This design comes from an exercise in tuning for small area, a short achievable clock period and few clock cycles on the open sky130 flow, not from production work.
The RTL was checked by simulation tests, not by an equivalence proof against the original design.

--- flow/run.sh ---
#!/bin/bash
# synth_recipe.tcl (not shown) runs the flow's synth.tcl, then flattens the netlist and writes it again
# the make line also repeats each setting of config.mk as NAME=value (left out here)
make -C /OpenROAD-flow-scripts/flow DESIGN_CONFIG=/design/flow/config.mk WORK_HOME=/design/flow/orfs CLKGATE_MAP_FILE= SYNTH_SCRIPT=/design/flow/synth_recipe.tcl finish
--- flow/config.mk ---
export PLATFORM = sky130hd
export DESIGN_NAME = ds32_arith
export DESIGN_NICKNAME = ds32_arith
export VERILOG_FILES = /design/flow/design.v
export SDC_FILE = /design/flow/constraint.sdc
export NUM_CORES = 4
export LEC_CHECK = 0
export ABC_AREA = 1
export ABC_CLOCK_PERIOD_IN_PS = 5000
export CAP_MARGIN = 20
export CORE_MARGIN = 2
export CORE_UTILIZATION = 40
export SLEW_MARGIN = 20
--- flow/design.v ---
module ds32_div10 #(parameter W = 31) (
    input  wire [W-1:0] x,
    output wire [W-1:0] q
);
    assign q = x / 10;
endmodule
module ds32_div100 #(parameter W = 27) (
    input  wire [W-1:0] x,
    output wire [W-1:0] q
);
    assign q = x / 100;
endmodule
module ds32_mod10 #(parameter W = 27) (
    input  wire [W-1:0] x,
    output reg  [3:0]   r
);
    wire [31:0] xp = {{(32-W){1'b0}}, x};
    wire [4:0]  s01 = xp[3:0]   + xp[7:4];
    wire [4:0]  s23 = xp[11:8]  + xp[15:12];
    wire [4:0]  s45 = xp[19:16] + xp[23:20];
    wire [4:0]  s67 = xp[27:24] + xp[31:28];
    wire [5:0]  s03 = s01 + s23;
    wire [5:0]  s47 = s45 + s67;
    wire [6:0]  s   = s03 + s47;
    reg  [2:0]  r5;
    always @* begin
        r5 = s % 5;
        r  = (r5[0] == x[0]) ? {1'b0, r5} : {1'b0, r5} + 4'd5;
    end
endmodule
module ds32_decode (
    input  wire [31:0]       w,
    output wire              s,
    output reg  [26:0]       m,
    output reg  signed [8:0] e,
    output wire [23:0]       tm,     
    output wire              rb      
);
    wire [5:0]  E = w[30:25];
    wire [24:0] F = w[24:0];
    assign s = w[31];
    wire regA = (E >= 6'd14) && (E <= 6'd49);
    assign rb = ~regA;
    wire [5:0] z = E - 6'd14;
    reg  [1:0] bk;
    reg  [3:0] zq;
    always @* begin
        bk = z % 3;
        zq = z / 3;
    end
    reg  [1:0]  d;
    reg  [23:0] t;
    always @* begin
        if (F >= 25'd30000000)      begin d = 2'd3; t = F - 25'd30000000; end
        else if (F >= 25'd20000000) begin d = 2'd2; t = F - 25'd20000000; end
        else if (F >= 25'd10000000) begin d = 2'd1; t = F - 25'd10000000; end
        else                        begin d = 2'd0; t = F[23:0]; end
    end
    assign tm = t;
    always @* begin
        if (regA) begin
            case (bk)
                2'd0:    m = {2'b00, F} + 27'd10000000;
                2'd1:    m = {2'b00, F} + 27'd40000000;
                default: m = {2'b00, F} + 27'd70000000;
            endcase
            e = $signed({5'd0, zq}) - 9'sd6;
        end else begin
            m = {t, 3'b000} + {2'b00, t, 1'b0};
            if (E <= 6'd13)
                e = 9'sd3 * ($signed({3'd0, E}) - 9'sd16) + $signed({7'd0, d});
            else
                e = 9'sd3 * ($signed({3'd0, E}) - 9'sd48) + $signed({7'd0, d});
        end
    end
endmodule
module ds32_arith (
    input  wire        clk,
    input  wire        rst,
    input  wire        in_valid,
    output wire        in_ready,
    input  wire [1:0]  op,         
    input  wire [31:0] a,
    input  wire [31:0] b,
    output reg         out_valid,
    output reg  [31:0] result
);
    localparam OP_ADD = 2'd0, OP_SUB = 2'd1, OP_MUL = 2'd2, OP_DIV = 2'd3;
    localparam C_IDLE  = 4'd0,
               C_ALIGN = 4'd1,
               C_MULA  = 4'd9,
               C_MUL1  = 4'd2,
               C_MULS  = 4'd3,
               C_MULF  = 4'd4,
               C_DPRE  = 4'd5,
               C_DMUL  = 4'd6,
               C_DIVD  = 4'd7,
               C_PASS  = 4'd8;
    localparam [30:0] INF_MAG = 31'h7F800000;
    reg              v0;
    reg [1:0]        op0;
    reg [31:0]       a0, b0;
    reg [3:0]        cstate;
    reg              s_r;         
    reg              s1_r, s2_r;  
    reg              inf_r;       
    reg signed [9:0] e_r;         
    reg [30:0]       m_r;         
    reg [30:0]       m1_r;        
    reg [26:0]       y_r;         
    reg [26:0]       x_r;         
    reg [28:0]       z3_r;        
    reg [29:0]       z5_r;        
    reg [29:0]       z7_r;        
    reg [30:0]       z9_r;        
    reg [30:0]       pd_r;        
    reg [3:0]        dg_r;        
    reg [3:0]        cnt;
    reg              n_valid;
    reg              ns_r;
    reg              ninf_r;
    reg signed [9:0] ne_r;
    reg [30:0]       nm_r;
    reg              f_valid;
    reg              fs_r, finf_r, fzero_r;
    reg signed [9:0] fe_r;
    reg [26:0]       fm_r;
    reg [23:0]       fq_r;
    wire              sa, sb;
    wire [26:0]       ma, mb;
    wire signed [8:0] ea, eb;
    wire [23:0]       ta, tb;
    wire              rba, rbb;
    ds32_decode u_da (.w(a0), .s(sa), .m(ma), .e(ea), .tm(ta), .rb(rba));
    ds32_decode u_db (.w(b0), .s(sb), .m(mb), .e(eb), .tm(tb), .rb(rbb));
    wire              swap   = (eb > ea);
    wire              s1     = swap ? sb : sa;
    wire              s2     = swap ? sa : sb;
    wire [26:0]       m1     = swap ? mb : ma;
    wire [26:0]       m2     = swap ? ma : mb;
    wire signed [9:0] e1     = swap ? eb : ea;
    wire signed [9:0] e2     = swap ? ea : eb;
    wire              guard  = (ea != eb) && (s1 != s2);
    wire [30:0]       m1g    = guard ? {m1, 3'b000} + {3'b000, m1, 1'b0} : {4'd0, m1};
    wire signed [9:0] e1g    = guard ? e1 - 10'sd1 : e1;
    wire signed [9:0] gap    = e1g - e2;
    wire              far    = (gap > 10'sd8);
    wire              sx     = sa ^ sb;
    wire signed [9:0] e_mul  = ea + eb;
    wire signed [9:0] e_div  = ea - eb;
    wire              mul_sw = ~rbb & rba;
    wire [26:0]       mul_x  = mul_sw ? mb : ma;
    wire [26:0]       mul_y  = rbb ? {3'd0, tb} : rba ? {3'd0, ta} : mb;
    wire [3:0]        mul_n  = (rbb | rba) ? 4'd6 : 4'd7;
    wire [26:0]       zs     = (cstate == C_DPRE || cstate == C_DMUL) ? x_r : mb;
    wire [28:0]       zs3    = {zs, 1'b0} + {2'b0, zs};
    wire [29:0]       zs5    = {zs, 2'b0} + {3'b0, zs};
    wire [29:0]       zs7    = {zs, 3'b0} - {3'b0, zs};
    wire [30:0]       zs9    = {1'b0, zs, 3'b0} + {4'b0, zs};
    wire [30:0]       zs10   = {zs5, 1'b0};
    wire              dpre   = (zs10 <= {4'd0, ma});
    wire [26:0] y_q;
    ds32_div10 #(.W(27)) u_ydiv (.x(y_r), .q(y_q));
    wire [26:0] y_q2;
    ds32_div100 #(.W(27)) u_ydiv2 (.x(y_r), .q(y_q2));
    wire [3:0]  y_d;
    ds32_mod10 #(.W(27)) u_yd (.x(y_r), .r(y_d));
    wire [30:0] x_dg   = (dg_r[3] ? {1'b0, x_r, 3'b000} : (dg_r[2] ? {2'b0, x_r, 2'b00} : 31'd0))
                       + (dg_r[1] ? {3'b0, x_r, 1'b0} : 31'd0)
                       + (dg_r[0] ? {4'b0, x_r} : 31'd0);
    wire [30:0] m_acc  = m_r + pd_r;
    wire [30:0] m_q;
    ds32_div10 #(.W(31)) u_mdiv (.x(m_acc), .q(m_q));
    wire [31:0] add_s  = {1'b0, m1_r} + {5'd0, y_r};
    wire [31:0] add_d  = {1'b0, m1_r} - {5'd0, y_r};
    wire        add_z  = (add_d == 32'd0);
    reg  [30:0] add_m;
    reg         add_sg;
    always @* begin
        if (s1_r == s2_r) begin
            add_m = add_s[30:0]; add_sg = s1_r;
        end else if (add_d[31]) begin
            add_m = -add_d[30:0]; add_sg = s2_r;
        end else begin
            add_m = add_d[30:0]; add_sg = add_z ? 1'b0 : s1_r;
        end
    end
    wire [31:0] vv  = {1'b0, m1_r};
    wire ge1 = vv >= {5'd0, x_r};
    wire ge2 = vv >= {4'd0, x_r, 1'b0};
    wire ge3 = vv >= {3'd0, z3_r};
    wire ge4 = vv >= {3'd0, x_r, 2'b0};
    wire ge5 = vv >= {2'd0, z5_r};
    wire ge6 = vv >= {2'd0, z3_r, 1'b0};
    wire ge7 = vv >= {2'd0, z7_r};
    wire ge8 = vv >= {2'd0, x_r, 3'b0};
    wire ge9 = vv >= {1'd0, z9_r};
    reg  [3:0]  dd;
    reg  [30:0] dz;
    always @* begin
        if (ge9)      begin dd = 4'd9; dz = z9_r; end
        else if (ge8) begin dd = 4'd8; dz = {1'b0, x_r, 3'b0}; end
        else if (ge7) begin dd = 4'd7; dz = {1'b0, z7_r}; end
        else if (ge6) begin dd = 4'd6; dz = {1'b0, z3_r, 1'b0}; end
        else if (ge5) begin dd = 4'd5; dz = {1'b0, z5_r}; end
        else if (ge4) begin dd = 4'd4; dz = {2'b0, x_r, 2'b0}; end
        else if (ge3) begin dd = 4'd3; dz = {2'b0, z3_r}; end
        else if (ge2) begin dd = 4'd2; dz = {3'b0, x_r, 1'b0}; end
        else if (ge1) begin dd = 4'd1; dz = {4'b0, x_r}; end
        else          begin dd = 4'd0; dz = 31'd0; end
    end
    wire [30:0] dw     = m1_r - dz;                     
    wire [30:0] dv_n   = {dw[27:0], 3'b000} + {dw[29:0], 1'b0};
    wire [30:0] q_fin  = {m_r[27:0], 3'b000} + {m_r[29:0], 1'b0} + {27'd0, dd};
    wire [30:0] n_q;
    ds32_div10 #(.W(31)) u_ndiv (.x(nm_r), .q(n_q));
    wire m_zero  = (nm_r == 31'd0);
    wire m_big   = (nm_r > 31'd99999999);
    wire m_small = (nm_r < 31'd10000000) && (ne_r > -10'sd48);
    wire e_low   = (ne_r < -10'sd48);
    wire n_done  = n_valid && (ninf_r || m_zero || !(m_big || m_small || e_low));
    reg  [31:0] enc_word;
    wire        fb2  = (fm_r >= 27'd70000000);
    wire        fb1  = (fm_r >= 27'd40000000);
    wire [26:0] fa   = fm_r - (fb2 ? 27'd70000000 : fb1 ? 27'd40000000 : 27'd10000000);
    wire [6:0]  u    = fe_r[6:0] + 7'd48;    
    reg  [4:0]  u_q3;
    reg  [1:0]  u_r3;
    always @* begin
        u_q3 = u / 3;
        u_r3 = u % 3;
    end
    wire [5:0]  e3   = fe_r[5:0] + {fe_r[4:0], 1'b0};
    always @* begin
        if (fe_r >= -10'sd6 && fe_r <= 10'sd5) begin
            enc_word = {fs_r, 6'd32 + e3 + {4'd0, fb2, fb1 & ~fb2}, fa[24:0]};
        end else begin
            enc_word = {fs_r, ~fe_r[9], u_q3, (u_r3 == 2'd2 ? 25'd20000000 : u_r3 == 2'd1 ? 25'd10000000 : 25'd0) + {1'b0, fq_r}};
        end
    end
    wire overflow = (fe_r > 10'sd47) || (fe_r == 10'sd47 && fm_r > 27'd50000000);
    wire c_fin   = (cstate == C_ALIGN && cnt == 4'd0) || (cstate == C_MULF) ||
                   (cstate == C_DIVD && cnt == 4'd1) || (cstate == C_PASS);
    wire n_free  = !n_valid || n_done;
    wire hand    = c_fin && n_free;
    wire c_ready = (cstate == C_IDLE) || hand;
    wire take0   = v0 && c_ready;
    assign in_ready = !v0 || c_ready;
    wire take    = in_ready && in_valid;
    reg [30:0] h_m;
    reg        h_s;
    always @* begin
        case (cstate)
            C_ALIGN: begin h_m = add_m; h_s = add_sg; end
            C_MULF:  begin h_m = m_acc; h_s = s_r; end
            C_DIVD:  begin h_m = q_fin; h_s = s_r; end
            default: begin h_m = 31'd0; h_s = s_r; end
        endcase
    end
    always @(posedge clk) begin
        if (rst) begin
            v0        <= 1'b0;
            cstate    <= C_IDLE;
            n_valid   <= 1'b0;
            f_valid   <= 1'b0;
            out_valid <= 1'b0;
        end else begin
            out_valid <= f_valid;
            if (f_valid)
                result <= finf_r ? {fs_r, INF_MAG} : fzero_r ? {fs_r, 31'd0} :
                          overflow ? {fs_r, INF_MAG} : enc_word;
            f_valid <= n_done;
            if (n_done) begin
                fs_r    <= ns_r;
                finf_r  <= ninf_r;
                fzero_r <= m_zero;
                fe_r    <= ne_r;
                fm_r    <= nm_r[26:0];
                fq_r    <= n_q[23:0];
            end
            if (hand) begin
                n_valid <= 1'b1;
                nm_r    <= h_m;
                ns_r    <= h_s;
                ne_r    <= e_r;
                ninf_r  <= (cstate == C_PASS) && inf_r;
            end else if (n_done) begin
                n_valid <= 1'b0;
            end else if (n_valid) begin
                if (m_big || e_low) begin
                    nm_r <= n_q;
                    ne_r <= ne_r + 10'sd1;
                end else begin
                    nm_r <= {nm_r[27:0], 3'b000} + {nm_r[29:0], 1'b0};
                    ne_r <= ne_r - 10'sd1;
                end
            end
            if (take) begin
                v0  <= 1'b1;
                op0 <= op;
                a0  <= a;
                b0  <= (op == OP_SUB) ? {~b[31], b[30:0]} : b;
            end else if (take0) begin
                v0  <= 1'b0;
            end
            if (take0) begin
                s_r   <= sx;
                s1_r  <= s1;
                s2_r  <= s2;
                inf_r <= (op0 == OP_DIV) | (e_mul > 10'sd47);
                m_r   <= 31'd0;
                z3_r  <= zs3;
                z5_r  <= zs5;
                z7_r  <= zs7;
                z9_r  <= zs9;
                case (op0)
                OP_MUL: begin
                    e_r  <= e_mul;
                    x_r  <= mul_x;
                    y_r  <= mul_y;
                    cnt  <= mul_n;
                    m1_r <= {4'd0, ma};
                end
                OP_DIV: begin
                    e_r  <= e_div;
                    x_r  <= mb;
                    y_r  <= mul_y;
                    cnt  <= 4'd8;
                    m1_r <= {4'd0, ma};
                end
                default: begin  
                    e_r  <= e1g;
                    x_r  <= mb;
                    y_r  <= far ? 27'd0 : m2;
                    cnt  <= far ? 4'd0 : gap[3:0];
                    m1_r <= m1g;
                end
                endcase
                case (op0)
                OP_MUL:  cstate <= (e_mul < -10'sd48 || e_mul > 10'sd47) ? C_PASS : C_MULA;
                OP_DIV:  cstate <= (mb == 27'd0) ? C_PASS : dpre ? C_DPRE : C_DIVD;
                default: cstate <= C_ALIGN;
                endcase
            end else if (hand) begin
                cstate <= C_IDLE;
            end else begin
                case (cstate)
                C_ALIGN: begin
                    if (cnt[3:1] != 3'd0) begin
                        y_r <= y_q2;
                        cnt <= cnt - 4'd2;
                    end else if (cnt[0]) begin
                        y_r <= y_q;
                        cnt <= 4'd0;
                    end
                end
                C_MULA: begin
                    dg_r   <= y_d;
                    y_r    <= y_q;
                    cstate <= C_MUL1;
                end
                C_MUL1: begin
                    pd_r   <= x_dg;
                    dg_r   <= y_d;
                    y_r    <= y_q;
                    cstate <= C_MULS;
                end
                C_MULS: begin
                    m_r  <= m_q;
                    pd_r <= x_dg;
                    dg_r <= (cnt == 4'd2) ? y_r[3:0] : y_d;
                    y_r  <= y_q;
                    cnt  <= cnt - 4'd1;
                    if (cnt == 4'd1) cstate <= C_MULF;
                end
                C_DPRE: begin
                    if (zs10 <= m1_r) begin
                        x_r <= zs10[26:0];
                        e_r <= e_r + 10'sd1;
                    end else begin
                        cstate <= C_DMUL;
                    end
                end
                C_DMUL: begin
                    z3_r   <= zs3;
                    z5_r   <= zs5;
                    z7_r   <= zs7;
                    z9_r   <= zs9;
                    cstate <= C_DIVD;
                end
                C_DIVD: begin
                    if (cnt != 4'd1) begin
                        m1_r <= dv_n;
                        m_r  <= q_fin;
                        cnt  <= cnt - 4'd1;
                    end
                end
                default: ;
                endcase
            end
        end
    end
endmodule
--- flow/constraint.sdc ---
create_clock -name core_clock -period 26.0 [get_ports {clk}]
set_input_delay 5.2000 -clock core_clock [delete_from_list [all_inputs] [get_ports {clk}]]
set_output_delay 5.2000 -clock core_clock [all_outputs]
set_load 0.01 [all_outputs]
==> run notes <==
==> cells by family after synthesis <==
kind of cell,count (synthesis),share of synthesized area (%)
compound gates,2384,19.5
xor+xnor,515,6.32
fa+ha+maj,1006,18.3
buf+inv,1752,9.36
flops,497,20.8
mux,1,0.0140
simple gates,4092,25.7
==> per-stage QoR <==
step / setup slack, ps / utilization, %
global placement: 12240 / 42.5
global route: 10990 / 43.9
detailed placement: 12320 / 42.5
finish: 11990 / 43.9
CTS: 12270 / 43.9
floorplan: 14080 / -
==> routing by layer <==
metal  up-vias  routed length [um]
met3       599               21400
met2      2778              123000
li1      35100                   -
met5         -                  21
met4         4               17100
met1     34000              116000
==> state kept, by name, indices dropped and copies added (netlist names), 31 cells and up <==
register / cells
m_r: 31
m1_r: 31
nm_r: 31
a0: 32
result: 32
pd_r: 31
b0: 32
==> worst paths after layout <==
path / end / slack (ps) / cells after the start
setup / recovery: m1_r[29] / 11990 / 76
hold / removal: fs_r / 420 / 0
setup reg to reg: m1_r[29] / 11990 / 76
hold reg to reg: fs_r / 420 / 0
==> layout by cell type (no fill, tap or decap), drive strengths merged, types with 10 or more instances in the layout <==
cell type,n
a211oi,36
a21o,21
a21oi,906
a221oi,16
a22oi,41
a31oi,54
a32oi,20
a41oi,10
and2,10
buf,125
bufinv,12
clkbuf,80
clkdlybuf4s50,102
clkinv,72
edfxtp,489
fa,67
ha,939
inv,1481
nand2,2337
nand3,624
nand3b,14
nand4,138
nor2,777
nor3,91
nor4,43
o2111ai,40
o211ai,105
o21a,14
o21ai,826
o21bai,76
o221ai,103
o22ai,23
o31ai,30
or2,41
xnor2,96
xor2,419
==> final cells by class <==
| cell class | instances | area [sq um] |
|---|---|---|
| Fill cell | 18100 | 99800 |
| Antenna cell | 4 | 10.0 |
| Clock buffer | 80 | 1850 |
| Clock inverter | 52 | 679 |
| Sequential cell | 497 | 14800 |
| Multi-Input combinational cell | 7998 | 50000 |
| Timing Repair Buffer | 227 | 1960 |
| Inverter | 1519 | 5730 |
| Tap cell | 2355 | 2950 |
==> cells in the mapped netlist, types with 36 or more instances <==
cell          n
a211oi_1     36
a21oi_1     902
a22oi_1      41
a31oi_1      54
clkbuf_1    203
edfxtp_1    489
fa_1         67
ha_1        939
inv_1      1395
inv_2        83
nand2_1    2039
nand2_2     242
nand2_4      56
nand3_1     574
nand3_2      48
nand4_1     137
nor2_1      744
nor3_1       90
nor4_1       43
o2111ai_1    40
o211ai_1    104
o21ai_0     760
o21ai_1      48
o21bai_1     75
o221ai_1    103
or2_2        38
xnor2_1      96
xor2_1      419
==> impl_metrics.csv <==
group,metric,value,unit
detailed_routing,drtAntennaViolNets,0,
floorplanning,die_h,427,um
place,io_buffer_count,102,
run,cap_violations,0,
grt,top_usage_layer,"met2",
layout,fin_nets,11400,
logic_synthesis,synth.distinct_cells,89,
floorplanning,dieArea,182000,sq um
layout,drive_gt1_share,7.88,%
place,dpl.cell_count,12600,
logic_synthesis,syn-num-nets,11300,
critical_path,crit_buf_inv,16,
detailed_routing,vias_per_cell,5.69,
logic_synthesis,ys.flop_type,"edfxtp_1",
sta,fin_tns_setup,0,ps
layout,syn_to_final_growth,9.31,%
outcome,status,"no timing/DRC/antenna violations",
sta,finalMaxSlewViolations,0,
grt,antenna_found_initial,8,
hold_path,hp-start,"ns_r",
cts,postCtsHoldBufs,0,
grt,use_met3,5.34,%
sta,fmax,71.4,MHz
sta,layout_min_cycle_time,14010,ps
critical_path,crit_slowest_cell,"inv_1",
sta,slew-limit-headroom,12.7,%
detailed_routing,dr.first_iter.drc_count,6657,
critical_path,cp_max_fo,37,
layout,instances_no_fill,12700,
cts,post_cts_resized,0,
place,dp.final_hpwl,223000,um
logic_synthesis,async_flop_share,0,%
grt,grt-ovfl-total,0,
sta,worstMarginPinSlew,1300,ps
critical_path,crit_top_cell,"nand2_1",
critical_path,required,26450,ps
floorplanning,die_w,427,um
cts,cts-root-buf,"clkbuf_16",
grt,gr-usage-met1,37.6,%
logic_synthesis,ys_ff_latch,497,
place,place_area,75500,sq um
grt,grt_pass1_vias,68600,
critical_path,cp_top_family,"simple AND/OR/NAND/NOR gates",
grt,grt_max_degree,76,
critical_path,cp-startpoint,"b0[9]",
place,finalWeightedCongestion,0.999,
detailed_routing,wl,278000,um
critical_path,worstSetupEndpointType,"register",
sta,setup_violations,0,
logic_synthesis,synthTopCellsByArea,"edfxtp_1 21%, ha_1 16%, nand2_1 11%",
logic_synthesis,ys_warn_count,3,
critical_path,crit_path_max_incr_delay,840,ps
cts,path_clk_slew,60,ps
grt,grt_usage,29.7,%
critical_path,start_kind,"register",
floorplanning,core-area,178000,sq um
detailed_routing,route.detailed.drc,0,
grt,grt_pass1_wl,414000,um
detailed_routing,dr_total_vias,72500,
logic_synthesis,synth.cell_area,71400,sq um
logic_synthesis,synth_area_per_cell,6.97,sq um
floorplanning,rows,155,
cts,clk_latency,740,ps
cts,htreeDepth,3,
floorplanning,start_util,40.2,%
critical_path,r2r-start,"b0[9]",
logic_synthesis,netlist_instances,10200,
floorplanning,ios,103,
cts,cts_tree,"yes",
sta,hold_slack,423,ps
logic_synthesis,synth-edff-count,489,
detailed_routing,drt_first_pass_iters,8,
layout,fin_area,78100,sq um
cts,tritoncts_num_sinks,497,
grt,use_met2,47.8,%
critical_path,crit_type,"register to register",
critical_path,arrival,14460,ps
detailed_routing,wl_per_cell,21.8,um
sta,final-hold-violation-count,0,
sta,rsz0062_at_grt,"no",
logic_synthesis,seq_area_frac_synth,20.8,%
logic_synthesis,synth.largest_area_cell,"edfxtp_1",
cts,post_cts_buffers,0,
logic_synthesis,synth_top_area_share,20.6,%
hold_path,hold_class,"register to register",
cts,cts_buffers,72,
cts,cts_buffer_depth,3,
sta,clock_skew,64.3,ps
sta,post-route-period-util,53.9,%
Testbench counts, summed over its fixed seeds: cycles 92,457.

re-timing with driven ports:
In the flow no input, the clock included, has a driving cell. The finished layout below was timed again as built, in two steps. Step 1 sets driving cells, clkbuf_16 on the clock port and buf_2 on the other inputs (assumed; they add their load-dependent delay and slew). Step 2 moves the port delays by t, midway between the first and last clock arrival at a register: inputs arrive t later, outputs are due t later. That takes back most of the time a late clock gives input paths. a / b / c = ideal / step 1 / step 2; a / b = the first two.
t, ns: 0.787
setup WS [ns]: 11.985 / 11.985 / 11.985
worst hold slack (ns): 0.423 / 0.423 / 0.423
worst setup path after step 2: register to register
After both steps this run still meets setup and hold. For this run, drivers alone change the setup slack by 0.000 ns; drivers and shift together by 0.000 ns.
